This design comes from an exercise in tuning for small area, a short achievable clock period and few clock cycles per item on the open sky130 flow, not from production work. Only simulation tests tie the RTL to the original design; equivalence was not proved.

<file path="flow/design.v">
module dsk_decoder (
    input  wire         clk,
    input  wire         rst,
    input  wire         in_valid,
    output wire         in_ready,
    input  wire [183:0] in_key,        
    input  wire [4:0]   in_klen,       
    output reg          out_valid,
    input  wire         out_ready,
    output reg          out_sign,      
    output reg  [1:0]   out_class,     
    output reg  [31:0]  out_exp,       
    output reg  [5:0]   out_dcnt,      
    output reg  [143:0] out_digits,    
    output reg  [2:0]   out_status,    
    output reg  [4:0]   out_detail     
);
    localparam integer DMAX = 36;
    localparam integer NGRP = DMAX / 3;
    localparam integer KMAX = 23;
    localparam integer MBITS = 30;
    localparam [31:0]  ELIM = 32'd999999999;
    localparam [2:0] ST_OK  = 3'd0;
    localparam [2:0] ST_INV = 3'd1;
    localparam [4:0] DT_NONE      = 5'd0;
    localparam [4:0] DT_EMPTY     = 5'd1;
    localparam [4:0] DT_UNKSPEC   = 5'd2;
    localparam [4:0] DT_BADSIGN   = 5'd3;
    localparam [4:0] DT_BADPAD    = 5'd4;
    localparam [4:0] DT_NEGZEXP   = 5'd5;
    localparam [4:0] DT_TRUNC     = 5'd6;
    localparam [4:0] DT_RUNLONG   = 5'd7;
    localparam [4:0] DT_EXPLARGE  = 5'd8;
    localparam [4:0] DT_TOOMANY   = 5'd9;
    localparam [4:0] DT_BADTAIL   = 5'd10;
    localparam [4:0] DT_BADDECLET = 5'd11;
    localparam [4:0] DT_ZEROLAST  = 5'd12;
    localparam [4:0] DT_BADLEAD   = 5'd13;
    localparam [4:0] DT_TOOLONG   = 5'd14;
    integer i;
    wire [7:0]   nbits_key = {in_klen, 3'b000};               
    wire [183:0] len_mask  = ~({184{1'b1}} >> nbits_key);
    wire [183:0] key       = in_key & len_mask;
    wire [7:0]   b0        = key[183:176];
    wire tbit = b0[4];    
    wire neg  = (b0[7:6] == 2'b00);
    reg       run_done;
    reg       run_trunc;
    reg       run_long;
    reg [5:0] term_pos;       
    always @* begin
        run_done  = 1'b0;
        run_trunc = 1'b0;
        run_long  = 1'b0;
        term_pos  = 6'd0;
        for (i = 4; i <= MBITS + 3; i = i + 1) begin
            if (!run_done) begin
                if (i >= nbits_key) begin
                    run_trunc = 1'b1;
                    run_done  = 1'b1;
                end else if (key[183 - i] != tbit) begin
                    term_pos = i;
                    run_done = 1'b1;
                end else if (i - 2 > MBITS) begin
                    run_long = 1'b1;
                    run_done = 1'b1;
                end
            end
        end
    end
    wire [5:0]  nexp      = term_pos - 6'd2;
    wire [7:0]  pay_end   = {1'b0, term_pos, 1'b0} - 8'd2;       
    wire        pay_trunc = (pay_end > nbits_key);
    reg [183:0] key_after_term;
    reg [31:0]  payload;
    reg [31:0]  eprime;
    always @* begin
        key_after_term = key << (term_pos + 6'd1);
        payload = key_after_term[183:152] >> (6'd33 - nexp);     
        if (!tbit)
            payload = payload ^ ((32'd1 << (nexp - 6'd1)) - 32'd1);
        eprime = (32'd1 << (nexp - 6'd1)) | payload;
    end
    wire [31:0] emag      = eprime - 32'd2;
    wire        exp_large = (emag > ELIM);
    wire [7:0] sig_off  = pay_end;                  
    wire [7:0] rem_bits = nbits_key - sig_off;      
    wire [4:0] ngroups  = rem_bits / 8'd10;
    wire [3:0] tailn    = rem_bits % 8'd10;
    wire [183:0] sig_stream = key << sig_off;       
    reg [9:0]  v [0:NGRP-1];
    reg        bad_declet;
    reg        done_declet;
    always @* begin
        bad_declet  = 1'b0;
        done_declet = 1'b0;
        for (i = 0; i < NGRP; i = i + 1) begin
            v[i] = sig_stream[183 - 10*i -: 10];
            if (i < ngroups && v[i] > 10'd999) bad_declet = 1'b1;
        end
    end
    wire [183:0] tail_stream = sig_stream << (10 * ngroups);
    wire         tail_nz     = (tail_stream != 184'd0);
    reg [9:0] last_group;
    always @* begin
        last_group = 10'd0;
        for (i = 0; i < NGRP; i = i + 1)
            if (ngroups == i + 1) last_group = v[i];
    end
    reg [3:0] dd [0:DMAX-1];
    always @* begin
        for (i = 0; i < NGRP; i = i + 1) begin
            dd[3*i]   = v[i] / 10'd100;
            dd[3*i+1] = (v[i] / 10'd10) % 10'd10;
            dd[3*i+2] = v[i] % 10'd10;
        end
    end
    reg [3:0] dm [0:DMAX-1];
    reg [3:0] cd [0:DMAX-1];
    reg       seen_nz;
    always @* begin
        for (i = 0; i < DMAX; i = i + 1)
            dm[i] = (i < 3 * ngroups) ? dd[i] : 4'd0;
        seen_nz = 1'b0;
        for (i = DMAX - 1; i >= 0; i = i - 1) begin
            if (!neg)
                cd[i] = dm[i];
            else if (seen_nz)
                cd[i] = (i < 3 * ngroups) ? 4'd9 - dm[i] : 4'd0;
            else if (dm[i] != 4'd0)
                cd[i] = 4'd10 - dm[i];
            else
                cd[i] = 4'd0;
            if (dm[i] != 4'd0) seen_nz = 1'b1;
        end
    end
    reg [143:0] fin_digits;
    always @* begin
        for (i = 0; i < DMAX; i = i + 1)
            fin_digits[4*i +: 4] = cd[i];
    end
    wire        adj_pos  = neg ? ~tbit : tbit;
    wire [32:0] adj_exp  = adj_pos ? {1'b0, emag} : (~{1'b0, emag} + 33'd1);
    wire [5:0]  fin_dcnt = 6'd3 * ngroups;
    wire [32:0] fin_exp  = adj_exp - {27'd0, fin_dcnt} + 33'd1;
    reg         r_sign;
    reg [1:0]   r_class;
    reg [31:0]  r_exp;
    reg [5:0]   r_dcnt;
    reg [143:0] r_digits;
    reg [2:0]   r_status;
    reg [4:0]   r_detail;
    always @* begin
        r_sign   = 1'b0;
        r_class  = 2'd0;
        r_exp    = 32'd0;
        r_dcnt   = 6'd0;
        r_digits = 144'd0;
        r_status = ST_INV;
        r_detail = DT_NONE;
        if (in_klen == 5'd0)
            r_detail = DT_EMPTY;
        else if (in_klen > KMAX)
            r_detail = DT_TOOLONG;
        else if (in_klen == 5'd1) begin
            r_status = ST_OK;
            case (b0)
                8'h00: begin r_sign = 1'b1; r_class = 2'd1; end
                8'h40: begin r_sign = 1'b1; r_dcnt = 6'd1; end
                8'h80: begin r_dcnt = 6'd1; end
                8'hC0: begin r_class = 2'd1; end
                8'hE0: begin r_class = 2'd2; end
                default: begin r_status = ST_INV; r_detail = DT_UNKSPEC; end
            endcase
        end
        else if (b0[6])
            r_detail = DT_BADSIGN;
        else if (b0[5])
            r_detail = DT_BADPAD;
        else if (b0[7:2] == 6'b100011 || b0[7:2] == 6'b000100)
            r_detail = DT_NEGZEXP;
        else if (run_trunc)
            r_detail = DT_TRUNC;
        else if (run_long)
            r_detail = DT_RUNLONG;
        else if (pay_trunc)
            r_detail = DT_TRUNC;
        else if (exp_large)
            r_detail = DT_EXPLARGE;
        else if (ngroups == 5'd0)
            r_detail = DT_TRUNC;
        else if (ngroups > NGRP)
            r_detail = DT_TOOMANY;
        else if (tailn >= 4'd8)
            r_detail = DT_BADTAIL;
        else if (bad_declet)
            r_detail = DT_BADDECLET;
        else if (tail_nz)
            r_detail = DT_BADTAIL;
        else if (last_group == 10'd0)
            r_detail = DT_ZEROLAST;
        else if (cd[0] == 4'd0)
            r_detail = DT_BADLEAD;
        else begin
            r_status = ST_OK;
            r_sign   = neg;
            r_exp    = fin_exp[31:0];
            r_dcnt   = fin_dcnt;
            r_digits = fin_digits;
        end
    end
    assign in_ready = !out_valid || out_ready;
    always @(posedge clk) begin
        if (rst) begin
            out_valid <= 1'b0;
        end else if (in_valid && in_ready) begin
            out_valid  <= 1'b1;
            out_sign   <= r_sign;
            out_class  <= r_class;
            out_exp    <= r_exp;
            out_dcnt   <= r_dcnt;
            out_digits <= r_digits;
            out_status <= r_status;
            out_detail <= r_detail;
        end else if (out_ready) begin
            out_valid <= 1'b0;
        end
    end
endmodule
</file>
<file path="flow/run.sh">
#!/bin/bash
# synth_recipe.tcl (not shown) runs the flow's synth.tcl, then flattens the netlist and writes it again
# the make line also repeats each setting of config.mk as NAME=value (left out here)
make -C /OpenROAD-flow-scripts/flow DESIGN_CONFIG=/design/flow/config.mk WORK_HOME=/design/flow/orfs CLKGATE_MAP_FILE= SYNTH_SCRIPT=/design/flow/synth_recipe.tcl finish
</file>
<file path="flow/config.mk">
export PLATFORM = sky130hd
export DESIGN_NAME = dsk_decoder
export DESIGN_NICKNAME = dsk_decoder
export VERILOG_FILES = /design/flow/design.v
export SDC_FILE = /design/flow/constraint.sdc
export NUM_CORES = 8
export LEC_CHECK = 0
export CAP_MARGIN = 20
export CORE_MARGIN = 2
export CORE_UTILIZATION = 40
export PLACE_DENSITY = 0.6
export SLEW_MARGIN = 20
</file>
<file path="flow/constraint.sdc">
create_clock -name core_clock -period 25.0 [get_ports {clk}]
set_input_delay 5.0000 -clock core_clock [delete_from_list [all_inputs] [get_ports {clk}]]
set_output_delay 5.0000 -clock core_clock [all_outputs]
set_load 0.01 [all_outputs]
</file>
==> results.txt <==
## registers in the layout, indices dropped and copies added (netlist names)
name        cells
out_digits    144
out_valid       1
out_status      1
out_class       2
out_detail      4
out_sign        1
out_exp        32
out_dcnt        6
## routing by layer
| layer | global-route usage (%) | up-vias | share of wire [%] |
|---|---|---|---|
| li1 | - | 45624 | - |
| met1 | 62.08 | 51985 | 39 |
| met2 | 67.18 | 8532 | 39 |
| met3 | 16.67 | 1771 | 14 |
| met4 | 28.35 | 24 | 7.4 |
| met5 | 0.6063 | - | 0.095 |
## cells in the mapped netlist (67+ instances only)
master / n
a211o_1: 77
o31ai_1: 160
nor2_1: 1230
nand3_1: 466
and3_1: 123
o22ai_1: 140
or2_2: 108
a211oi_1: 299
nand4_1: 168
edfxtp_1: 190
xor2_1: 78
a21oi_1: 903
or3_1: 96
nand2b_1: 102
a221oi_1: 67
nor4_1: 119
inv_1: 328
buf_2: 111
buf_1: 124
mux2i_1: 506
and2_1: 170
o211ai_1: 304
mux4_2: 147
a31oi_1: 216
nand2_1: 1293
nor3_1: 477
a21o_1: 131
ha_1: 257
a311oi_1: 68
o21ai_0: 756
clkbuf_1: 611
a22oi_1: 85
xnor2_1: 256
mux2_2: 149
o21a_1: 96
## logic make-up (layout without fill, tap and decap cells)
kind of cell | after synthesis | count (layout)
muxes | 810 | 810
and+or+nand+nor | 4674 | 4674
DFF | 191 | 191
adders and majority gates | 292 | 292
AOI/OAI and AO/OA | 4329 | 4329
buffers and inverters | 1338 | 1179
other | 1 | 21
xor gates and xnor gates | 336 | 336
## tightest hold or removal path: stages (launching register included)
cell	delay (ns)
dfxtp_1	0.32
nor2b_1	0.16
nor2_1	0.09
nor2_1	0.05
## metrics by stage
step	cell area, um2	util [%]	hold slack [ns]
3_5_place_dp	87170	43.26	0.6394
6_report	87910	43.63	0.6460
3_3_place_gp	87090	43.22	0.6106
2_1_floorplan	80940	-	0.6253
4_1_cts	87770	43.56	0.6505
5_1_grt	87870	43.61	0.6902
## path summary, 6_finish.rpt
| check | cells past startpoint | from | end |
|---|---|---|---|
| setup / recovery | 55 | in_klen[3] | out_digits[117] |
| hold / removal | 3 | out_valid | out_valid |
| setup reg to reg | 4 | out_valid | out_digits[53] |
| hold reg to reg | 3 | out_valid | out_valid |
## cell type report
type                       instances  area [um2]  share of cell area (%)
clock buffer                      18       429.2                  0.4882
clock inverter                    14       172.7                  0.1964
multi-input combinational      10444       69680                   79.27
tap                             2672        3343                   3.803
antenna                           18       45.04                 0.05124
sequential                       191        5725                   6.513
inverter                         354        1373                   1.561
timing repair buffer             793        7139                   8.121
==> flow_summary_export.csv <==
group,metric,value,unit
status,outcome,"finished clean",
timing,finalSetupTns,0,ns
worst_setup_path,ff2ff_setup_slack,22.19,ns
logic_synthesis,synth_edf_count,190,
logic_synthesis,synthXorXnorAreaFrac,3.678,%
floorplan,start_util,40.15,%
floorplan,ios,388,
logic_synthesis,synth-seq-area-share,7.078,%
logic_synthesis,synth_adder_area_share,4.448,%
logic_synthesis,netlist_instances,11971,
clocking,cts-resized-gates,0,
global_routing,overflow,0,
clocking,cts_buffers,17,
timing,finClkSkew,0.03086,ns
drt,drt_iter0_drc,18776,
clocking,cts_setup_buffers,0,
clocking,tritoncts,"done",
floorplan,row_count,165,
timing,relSlewSlack,5.883,%
clocking,cts_root_buf,"clkbuf_16",
timing,post-route-period-util,94.68,%
final_layout,drive_gt1_share,10.06,%
drt,drc_errors,0,
logic_synthesis,ys_ff_latch,191,
final_layout,layout_commonest_cell,"nand2_1",
worst_setup_path,crit_top_cell,"buf_4",
timing,worst_pin_slew,1.397,ns
logic_synthesis,synth_top_family_by_area,"compound AO/OA/AOI/OAI gates",
logic_synthesis,yosysUniqueCellTypes,153,
logic_synthesis,synth_mux_area_share,12.56,%
worst_setup_path,start_kind,"input port",
logic_synthesis,ys_async_sr_fraction,0,%
final_layout,final.fill_count,20879,
final_layout,fin_nets,12254,
logic_synthesis,synth_top_area_share,7.053,%
floorplan,dieArea,205900,um2
timing,layout_setup_ws,1.330,ns
placement,place_ws,1.781,ns
worst_setup_path,worstSetupPathType,"in -> reg",
drt,antenna_left,0,
global_routing,antenna_found_initial,33,
final_layout,areaGrowthSynthToFinish,8.669,%
worst_setup_path,cp_max_fo,59,
logic_synthesis,ys.flop_type,"edfxtp_1",
final_layout,mostFrequentLayoutCells,"nand2_1 (1290), nor2_1 (1220), a21oi_1 (900), o21ai_0 (748), mux2i_1 (502)",
timing,grt_setup_unrepaired,"no",
worst_setup_path,critPathSlowestCell,"nor2_1",
placement,io_buffers,384,
worst_setup_path,end_kind,"flip-flop",
worst_setup_path,critical_path_buf_inv_count,11,
timing,maxSlewViolCount,0,
timing,finalCriticalPeriod,23.67,ns
clocking,h-tree-depth,4,
worst_setup_path,crit_family,"compound AO/OA/AOI/OAI gates",
logic_synthesis,yosys_warnings,5,
hold_path,hold_class,"reg -> reg",
logic_synthesis,syn_area_per_cell,6.758,um2
timing,hold_violations,0,
logic_synthesis,synthTopCellsByArea,"edfxtp_1 (7.1%), mux2i_1 (6.3%), nand2_1 (6.0%)",
clocking,cts_max_path_buffers,2,
global_routing,grt_first_pass_wirelength,723900,um
clocking,hold_buffers,0,
floorplan,core_area,201500,um2
floorplan,die_x,453.7,um
drt,routed_via_density,7.442,
placement,dp.cells,14452,
logic_synthesis,synth_compound_gate_area_share,36.95,%
worst_setup_path,worstPathArrival,23.94,ns
clocking,path_clk_slew,0.08,ns
drt,wl,518200,um
placement,globalplace.congestion,1.132,
worst_setup_path,max_stage_delay,1.02,ns
floorplan,die_h,453.7,um
drt,first_pass_iters,14,
clocking,clock-sinks,191,
logic_synthesis,synth_area_leader_cell,"edfxtp_1",
run,maxCapViolCount,0,
clocking,clock_latency,0.59,ns
global_routing,grt_util_all_layers,47.71,%
timing,finalSetupViolCount,0,
placement,hpwl,404800,um
logic_synthesis,syn_area,80900,um2
global_routing,grt_max_degree,169,
drt,vias,107936,
worst_setup_path,cp.required,25.27,ns
drt,wire_per_inst,35.73,um
final_layout,instances_no_fill,14504,
logic_synthesis,synth-simple-area-share,27.66,%
global_routing,grt_pass1_vias,97056,
timing,max_clock_freq,0.04225,GHz
Testbench counts, summed over its fixed seeds: cycles 16,008, items 16,000.

re-timing with driven ports:
Ports are ideal in the flow. The routed layout listed here was re-timed in OpenROAD. Step 1 assumes that a clkbuf_16 drives the clock port and a buf_2 every other input. Step 2 moves the port delays by t, midway between the first and last clock arrival at a register: inputs arrive t later, outputs are due t later. That takes back most of the time a late clock gives input paths. Slacks: no drivers / after step 1 / after step 2; pairs: no drivers / after step 1.
shift t [ns]: 0.667
setup WS [ns]: 1.330 / 1.403 / 0.736
worst register clock-pin slew, ns: 0.11 / 0.11
After both steps setup and hold are still met in this run. For this run, drivers alone change the setup slack by +0.073 ns; drivers and shift together by -0.594 ns.
